From an optimization exercise on the open Yosys and OpenROAD flow, aimed at small area and a short achievable clock period; shortcuts taken in it are not production practice.
In this exercise RTL edits were held to simulation tests only and were not proved equivalent to the original.
Power and IR drop assume default switching activity.

--- design/flow/design.v ---
module can_crc8 (
    input  wire [55:0] d,     
    output wire [7:0]  crc
);
    function [7:0] crc8_7;
        input [55:0] bytes;
        integer i, b;
        reg [7:0] r;
        begin
            r = 8'h00;
            for (i = 0; i < 7; i = i + 1) begin
                r = r ^ bytes[8*i +: 8];
                for (b = 0; b < 8; b = b + 1) begin
                    if (r[7]) r = {r[6:0], 1'b0} ^ 8'h85;
                    else      r = {r[6:0], 1'b0};
                end
            end
            crc8_7 = r;
        end
    endfunction
    assign crc = crc8_7(d);
endmodule
module can_mutate (
    input  wire [28:0] id,
    input  wire [63:0] data_in,
    output wire [63:0] data_out
);
    localparam [28:0] ID_PAT   = 29'h1DC;    
    localparam [28:0] ID_STAMP = 29'h2B0;    
    localparam [28:0] ID_INV   = 29'h3A5;    
    localparam [28:0] ID_REV   = 29'h0C7;    
    localparam [55:0] PAT     = {8'hFC, 8'hFF, 8'h1F, 8'hFF, 8'hFF, 8'hFF, 8'hFF};
    localparam [7:0]  PAT_CRC = 8'h6B;
    localparam [7:0]  INV_CRC = 8'h0C;       
    wire [55:0] d = data_in[55:0];
    wire [55:0] d_rev;
    genvar i;
    generate
        for (i = 0; i < 7; i = i + 1) begin : g_rev
            assign d_rev[8*i +: 8] = d[8*(6-i) +: 8];
        end
    endgenerate
    wire [7:0] crc_d, crc_rev;
    can_crc8 u_crc_d   (.d(d),     .crc(crc_d));
    can_crc8 u_crc_rev (.d(d_rev), .crc(crc_rev));
    wire is_pat   = (id == ID_PAT);
    wire is_stamp = (id == ID_STAMP);
    wire is_inv   = (id == ID_INV);
    wire is_rev   = (id == ID_REV);
    reg [63:0] out;
    always @(*) begin
        out = data_in;
        if (is_pat)   out = {PAT_CRC, PAT};
        if (is_stamp) out = {crc_d, d};
        if (is_inv)   out = {crc_d ^ INV_CRC, ~d};
        if (is_rev)   out = {crc_rev, d_rev};
    end
    assign data_out = out;
endmodule
module can_txq #(
    parameter CAP = 6,
    parameter W   = 97
) (
    input  wire         clk,
    input  wire         rst,
    input  wire         flush,       
    input  wire         enq,
    input  wire [W-1:0] enq_frame,
    output wire         empty,
    output wire         drop,        
    output wire [W-1:0] head_frame   
);
    localparam DEPTH = CAP - 1;
    reg [2:0]       tail, cnt;
    reg [DEPTH-1:0] wp, rp;
    reg [W-1:0]     mem [0:DEPTH-1];
    wire       drained = flush && (cnt == 3'd1);
    wire       full_f  = (tail == DEPTH) && !drained;
    wire       acc     = enq && !full_f;
    wire       hold    = (cnt == DEPTH);
    assign empty = (cnt == 3'd0);
    assign drop  = enq && full_f;
    always @(posedge clk) begin
        if (rst) begin
            tail <= 3'd0;
            cnt  <= 3'd0;
            wp   <= {{(DEPTH-1){1'b0}}, 1'b1};
            rp   <= {{(DEPTH-1){1'b0}}, 1'b1};
        end else begin
            if (drained)  tail <= acc ? 3'd1 : 3'd0;
            else if (acc) tail <= tail + 3'd1;
            cnt <= cnt - {2'b00, flush} + {2'b00, acc};
            if (acc)   wp <= {wp[DEPTH-2:0], wp[DEPTH-1]};
            if (flush) rp <= {rp[DEPTH-2:0], rp[DEPTH-1]};
        end
    end
    integer k;
    always @(posedge clk) begin
        for (k = 0; k < DEPTH; k = k + 1)
            if (wp[k] && !hold) mem[k] <= enq_frame;
    end
    wire [DEPTH-1:0] shown = {rp[0], rp[DEPTH-1:1]};
    reg  [W-1:0]     hf;
    always @(*) begin
        hf = {W{1'b0}};
        for (k = 0; k < DEPTH; k = k + 1)
            hf = hf | ({W{shown[k]}} & mem[k]);
    end
    assign head_frame = hf;
endmodule
module can_relay (
    input  wire        clk,
    input  wire        rst,           
    input  wire        repeat_en,     
    input  wire        fast_tick,     
    input  wire        rx1_valid,
    input  wire [28:0] rx1_id,
    input  wire [3:0]  rx1_dlc,
    input  wire [63:0] rx1_data,
    output wire        rx1_take,
    input  wire        rx2_valid,
    input  wire [28:0] rx2_id,
    input  wire [3:0]  rx2_dlc,
    input  wire [63:0] rx2_data,
    output wire        rx2_take,
    input  wire        rx3_valid,
    input  wire [28:0] rx3_id,
    input  wire [3:0]  rx3_dlc,
    input  wire [63:0] rx3_data,
    output wire        rx3_take,
    input  wire [7:0]  eflg1,
    input  wire [7:0]  eflg2,
    input  wire [7:0]  eflg3,
    output wire [2:0]  eflg_clr,      
    output wire [2:0]  cause_clr,     
    output reg         fault,         
    input  wire        tx1_busy,
    output reg         tx1_send,
    output wire [28:0] tx1_id,
    output wire [3:0]  tx1_dlc,
    output wire [63:0] tx1_data,
    output wire        drop1,         
    input  wire        tx2_busy,
    output reg         tx2_send,
    output wire [28:0] tx2_id,
    output wire [3:0]  tx2_dlc,
    output wire [63:0] tx2_data,
    output wire        drop2
);
    localparam CAP_L = 6;
    localparam W     = 97;
    localparam [28:0] BL0 = 29'h59E;
    localparam [28:0] BL1 = 29'h13A;
    localparam [28:0] BL2 = 29'h7FF;
    reg  [2:0]  proc, fin;
    reg  [2:0]  rr;           
    reg  [28:0] ctx_id;
    reg  [3:0]  ctx_dlc;
    reg  [63:0] ctx_data;
    wire idle = !(|proc) && !(|fin);
    wire v1 = rx1_valid, v2 = rx2_valid, v3 = rx3_valid;
    wire g1 = v1 && (rr[2] || (rr[0] && !v2 && !v3) || (rr[1] && !v3));
    wire g2 = v2 && (rr[0] || (rr[1] && !v3 && !v1) || (rr[2] && !v1));
    wire g3 = v3 && (rr[1] || (rr[2] && !v1 && !v2) || (rr[0] && !v2));
    assign rx1_take = idle && g1;
    assign rx2_take = idle && g2;
    assign rx3_take = idle && g3;
    always @(posedge clk) begin
        if (rst) begin
            proc <= 3'b000;
            fin  <= 3'b000;
            rr   <= 3'b100;
        end else begin
            proc <= {rx3_take, rx2_take, rx1_take};
            fin  <= proc;
            if (idle && (v1 || v2 || v3)) rr <= {g3, g2, g1};
        end
    end
    always @(posedge clk) begin
        if (g1) begin ctx_id <= rx1_id; ctx_dlc <= rx1_dlc; ctx_data <= rx1_data; end
        else    begin ctx_id <= rx2_id; ctx_dlc <= rx2_dlc; ctx_data <= rx2_data; end
    end
    wire [63:0] mut_data;
    can_mutate u_mutate (.id(ctx_id), .data_in(ctx_data), .data_out(mut_data));
    wire blacklisted = (ctx_id == BL0) || (ctx_id == BL1) || (ctx_id == BL2);
    wire forward     = repeat_en && !blacklisted;
    wire enq1        = forward && proc[1];
    wire enq2        = forward && proc[0];
    wire [W-1:0] fwd_frame = {ctx_id, ctx_dlc, mut_data};
    wire [2:0] ovr     = fin & {|eflg3[7:6], |eflg2[7:6], |eflg1[7:6]};
    wire [2:0] any_err = fin & {|eflg3, |eflg2, |eflg1};
    assign eflg_clr  = ovr;
    assign cause_clr = any_err;
    always @(posedge clk) begin
        if (rst)             fault <= 1'b0;
        else if (|any_err)   fault <= 1'b1;
    end
    reg vis2, vis3;           
    reg fast_pend;
    wire step1 = !vis2 && !vis3 && fast_pend;
    wire step2 = vis2;
    always @(posedge clk) begin
        if (rst) begin
            vis2      <= 1'b0;
            vis3      <= 1'b0;
            fast_pend <= 1'b0;
        end else begin
            fast_pend <= fast_tick || (fast_pend && !step1);
            vis2      <= step1;
            vis3      <= vis2;
        end
    end
    wire         empty1, empty2;
    wire         flush1 = step1 && !empty1 && !tx1_busy;
    wire         flush2 = step2 && !empty2 && !tx2_busy;
    can_txq #(.CAP(CAP_L), .W(W)) u_txq1 (
        .clk(clk), .rst(rst), .flush(flush1), .enq(enq1), .enq_frame(fwd_frame),
        .empty(empty1), .drop(drop1), .head_frame({tx1_id, tx1_dlc, tx1_data})
    );
    can_txq #(.CAP(CAP_L), .W(W)) u_txq2 (
        .clk(clk), .rst(rst), .flush(flush2), .enq(enq2), .enq_frame(fwd_frame),
        .empty(empty2), .drop(drop2), .head_frame({tx2_id, tx2_dlc, tx2_data})
    );
    always @(posedge clk) begin
        if (rst) begin
            tx1_send <= 1'b0;
            tx2_send <= 1'b0;
        end else begin
            tx1_send <= flush1;
            tx2_send <= flush2;
        end
    end
endmodule
--- design/flow/run.sh ---
#!/bin/bash
# synth_recipe.tcl (not shown) runs the flow's synth.tcl, then flattens the netlist and writes it again
# the make line also repeats each setting of config.mk as NAME=value (left out here)
make -C /OpenROAD-flow-scripts/flow DESIGN_CONFIG=/design/flow/config.mk WORK_HOME=/design/flow/orfs CLKGATE_MAP_FILE= SYNTH_SCRIPT=/design/flow/synth_recipe.tcl finish
--- design/flow/config.mk ---
export PLATFORM = sky130hd
export DESIGN_NAME = can_relay
export DESIGN_NICKNAME = can_relay
export VERILOG_FILES = /design/flow/design.v
export SDC_FILE = /design/flow/constraint.sdc
export NUM_CORES = 4
export LEC_CHECK = 0
export CAP_MARGIN = 20
export CORE_MARGIN = 2
export CORE_UTILIZATION = 40
export SLEW_MARGIN = 20
--- design/flow/constraint.sdc ---
create_clock -name core_clock -period 5.5 [get_ports {clk}]
set_input_delay 1.1000 -clock core_clock [delete_from_list [all_inputs] [get_ports {clk}]]
set_output_delay 1.1000 -clock core_clock [all_outputs]
set_load 0.01 [all_outputs]
==> impl_metrics.csv <==
group,metric,value,unit
global_route,grt-ovfl-total,0,
placed_design,dpl.hpwl,76000,um
power,pwr_density_cell,546,nW/um^2
clock_tree,cts_tree,"yes",
global_route,grt_max_degree,73,
synthesis,synthFlopType,"edfxtp_1",
synthesis,ys_top_cells_by_area,"edfxtp_1 (67%), dfxtp_1 (6.6%), a222oi_1 (4.5%), a22oi_1 (3.3%), mux2_2 (2.5%)",
synthesis,synth_top_family_by_area,"compound AO/OA/AOI/OAI gates",
synthesis,synth_xor_area_share,7.42,%
synthesis,synth_nets,2985,
synthesis,synthTopCellsByCount,"edfxtp_1 (970), nand2_1 (228), a222oi_1 (194), a22oi_1 (194), clkbuf_1 (170)",
timing,clock_skew,0.0271,ns
clock_tree,cts_setup_buffers,0,
timing,hold_viol,0,
global_route,track_usage,21.8,%
timing,worstMarginPinSlew,1.07,ns
synthesis,synth_seq_area_share,73.4,%
floorplanning,start_util,40.2,%
timing,finalSetupTns,0,ns
worst_setup_path,cp_max_fo,10,
synthesis,syn_area,43600,sq um
clock_tree,path_clk_slew,0.06,ns
worst_setup_path,start_kind,"flop",
synthesis,yosys_register_bits,1114,
floorplanning,die_width,334,um
clock_tree,ctsResizeCount,0,
clock_tree,clock_path_buffers,3,
global_route,grt_pass1_vias,26000,
layout,finalNonFillerCells,4583,
power,peakVddDrop,1160,uV
timing,period_share,92.5,%
timing,whs,0.468,ns
routing,wire_per_inst,27.2,um
worst_setup_path,crit_top_cell,"xnor3_1",
placed_design,place.gp.congestion,0.868,
clock_tree,holdBufCountCts,0,
synthesis,yosysTopAreaCellShare,66.8,%
power,p_leak,18.3,nW
synthesis,synth_most_common_cell,"edfxtp_1",
synthesis,synth_edf_count,970,
global_route,grt_first_pass_wirelength,178000,um
floorplanning,die-area,112000,sq um
synthesis,synthAdderAreaFrac,0.321,%
layout,areaGrowthSynthToFinish,22.5,%
floorplanning,core,109000,sq um
layout,stdcell_area,53500,sq um
floorplanning,ioPinCount,532,
timing,fmax,197,MHz
routing,route.vias.total,25900,
clock_tree,cts.sinks,1114,
routing,drtAntennaViolNets,0,
synthesis,synth_cell_type_count,59,
placed_design,placedCellCount,4370,
worst_setup_path,cp.required,5.84,ns
run,maxCapViolCount,0,
routing,drtIter0Drc,3058,
hold_path,min_path_type,"reg -> reg",
outcome,status,"no timing/DRC/antenna violations",
global_route,antenna_found_initial,2,
timing,slew_headroom,28.9,%
timing,final_max_slew_viol_count,0,
routing,routed_via_density,5.66,
routing,drcViolationCount,0,
layout,layout-drive-gt1-share,12.3,%
floorplanning,fp.dieH,334,um
worst_setup_path,cp-end-kind,"flop",
timing,setup_viol,0,
synthesis,synth_mux_area_share,2.92,%
worst_setup_path,crit_chain,"xnor2_1, xnor3_1, xnor3_1, xnor3_1, xnor3_1, xnor3_1, xnor3_1, xnor2_1, a221oi_1, a21oi_1",
worst_setup_path,critPathKind,"reg -> reg",
worst_setup_path,slowest_stage,"xnor2_1",
synthesis,syn_avg_cell_area,16.5,sq um
layout,layout.nets,3405,
clock_tree,cts_buffers,112,
synthesis,yosysTopAreaCell,"edfxtp_1",
synthesis,synth_compound_area_share,9.99,%
routing,first_pass_iters,10,
power,design_power_total,29.2,mW
timing,fin_crit,5.09,ns
worst_setup_path,max_stage_delay,0.81,ns
synthesis,yosys.area_share.simple,4.10,%
clock_tree,root_buffer,"clkbuf_16",
floorplanning,fp-row-count,121,
layout,antennaDiodeCount,0,
timing,rsz0062_at_grt,"false",
synthesis,syn_inst,2651,
routing,postRouteWirelength,125000,um
clock_tree,htree_levels,3,
synthesis,ys_warn_count,5,
clock_tree,clkLatencyLatePin,0.69,ns
placed_design,post_dp_cell_area,49600,sq um
placed_design,port_buffers,434,
worst_setup_path,crit_arrival,5.42,ns
synthesis,synth_async_sr_flop_share,0,%
==> per-layer routing <==
| metal | share of wire [%] | global-route usage [%] | vias to the layer above |
|---|---|---|---|
| met5 | 0 | 0 | - |
| met3 | 7.4 | 3.26 | 161 |
| li1 | - | - | 11400 |
| met4 | 2.5 | 6.70 | 0 |
| met1 | 41 | 29.1 | 13200 |
| met2 | 49 | 36.9 | 1220 |
==> final timing paths <==
check	startpoint	end	slack [ns]	depth (start not counted)
max	ctx_data[6]	u_txq1.mem[2][63]	0.41	10
min	proc[2]	fin[2]	0.47	1
max reg2reg	ctx_data[6]	u_txq1.mem[2][63]	0.41	10
min reg2reg	proc[2]	fin[2]	0.47	1
==> report_power, final <==
part	internal, mW	switching (mW)	total, mW
combinational	6.09	5.29	11.4
clock	4.59	3.16	7.74
sequential	9.76	0.331	10.1
==> state kept, by name (all words and copies together) (netlist names) <==
signal and flops:
vis2 1, u_txq1.wp 5, u_txq1.rp 5, ctx_dlc 4, u_txq2.wp 5, vis3 1
u_txq2.mem 485, tx1_send 1, u_txq2.cnt 3, ctx_data 64, fault 1, u_txq1.cnt 3
proc 3, rr 3, tx2_send 1, fin 3, ctx_id 29, u_txq1.mem 485
u_txq2.rp 5, u_txq2.tail 3, fast_pend 1, u_txq1.tail 3
==> cell type report <==
cell class | count | area (sq um)
Fill cell | 8931 | 55100
Sequential cell | 1114 | 32000
Multi-Input combinational cell | 1326 | 10800
Timing Repair Buffer | 503 | 4940
Clock buffer | 151 | 3150
Tap cell | 1414 | 1770
Clock inverter | 61 | 652
Inverter | 14 | 52.6
==> stage by stage <==
stage	worst slack (ns)	utilization, %
after global placement	0.511	45.7
after CTS	0.445	49.2
final	0.413	49.3
after detailed placement	0.481	45.7
after floorplan	1.57	-
after global routing	0.231	49.3
==> critical path: cells and delay by family, from the launching register on <==
family	cells	cell delay (ns)
flops	1	0.48
xor+xnor	8	3.50
compound gates	2	0.73
==> cell usage in the layout (no fill, tap or decap), types with 8 or more instances in the layout <==
cell             instances
a211oi_1                32
a21o_1                  24
a21oi_1                 43
a222oi_1               194
a22oi_1                194
and2_4                  10
buf_4                   63
bufinv_16               12
clkbuf_1                23
clkbuf_16              116
clkbuf_8                12
clkdlybuf4s50_1        434
clkinv_1                12
clkinv_2                21
dfxtp_1                134
dfxtp_4                 10
edfxtp_1               970
ha_1                     8
inv_1                   14
mux2_2                  97
mux2i_1                 18
nand2_1                227
nor2_1                  93
nor2b_1                 14
nor3_1                  32
nor4_1                  12
o21ai_0                 23
xnor2_1                124
xnor3_1                 47
xor2_1                  47
xor3_1                  11
==> cells by family (layout without fill, tap and decap cells) <==
group                    count (synthesis)  count (layout)
multiplexers                           115             115
flip-flops                            1114            1114
XOR/XNOR                               248             248
AND/OR/NAND/NOR                        417             417
AO/OA/AOI/OAI                          536             536
buffers and inverters                  211             729
adder cells (fa/ha/maj)                 10              10

-- re-timing with driven ports --
In the flow no input, the clock included, has a driving cell. The finished layout below was timed again as built, in two steps. Step 1: set_driving_cell puts a clkbuf_16 on clk and a buf_2 on each other input, an assumption about the parent block. Step 2 also shifts input and output timing later by t, the mid clock arrival at the registers, as if the neighbouring blocks saw the same clock. Three values: ideal ports, drivers, drivers and shift; two values: the first two.
t (ns): 0.756
slack for setup (ns): 0.413 / 0.413 / 0.413
worst register clock-pin slew, ns: 0.06 / 0.06
After both steps setup and hold are still met in this run. For this run, drivers alone change the setup slack by 0.000 ns; drivers and shift together by 0.000 ns.
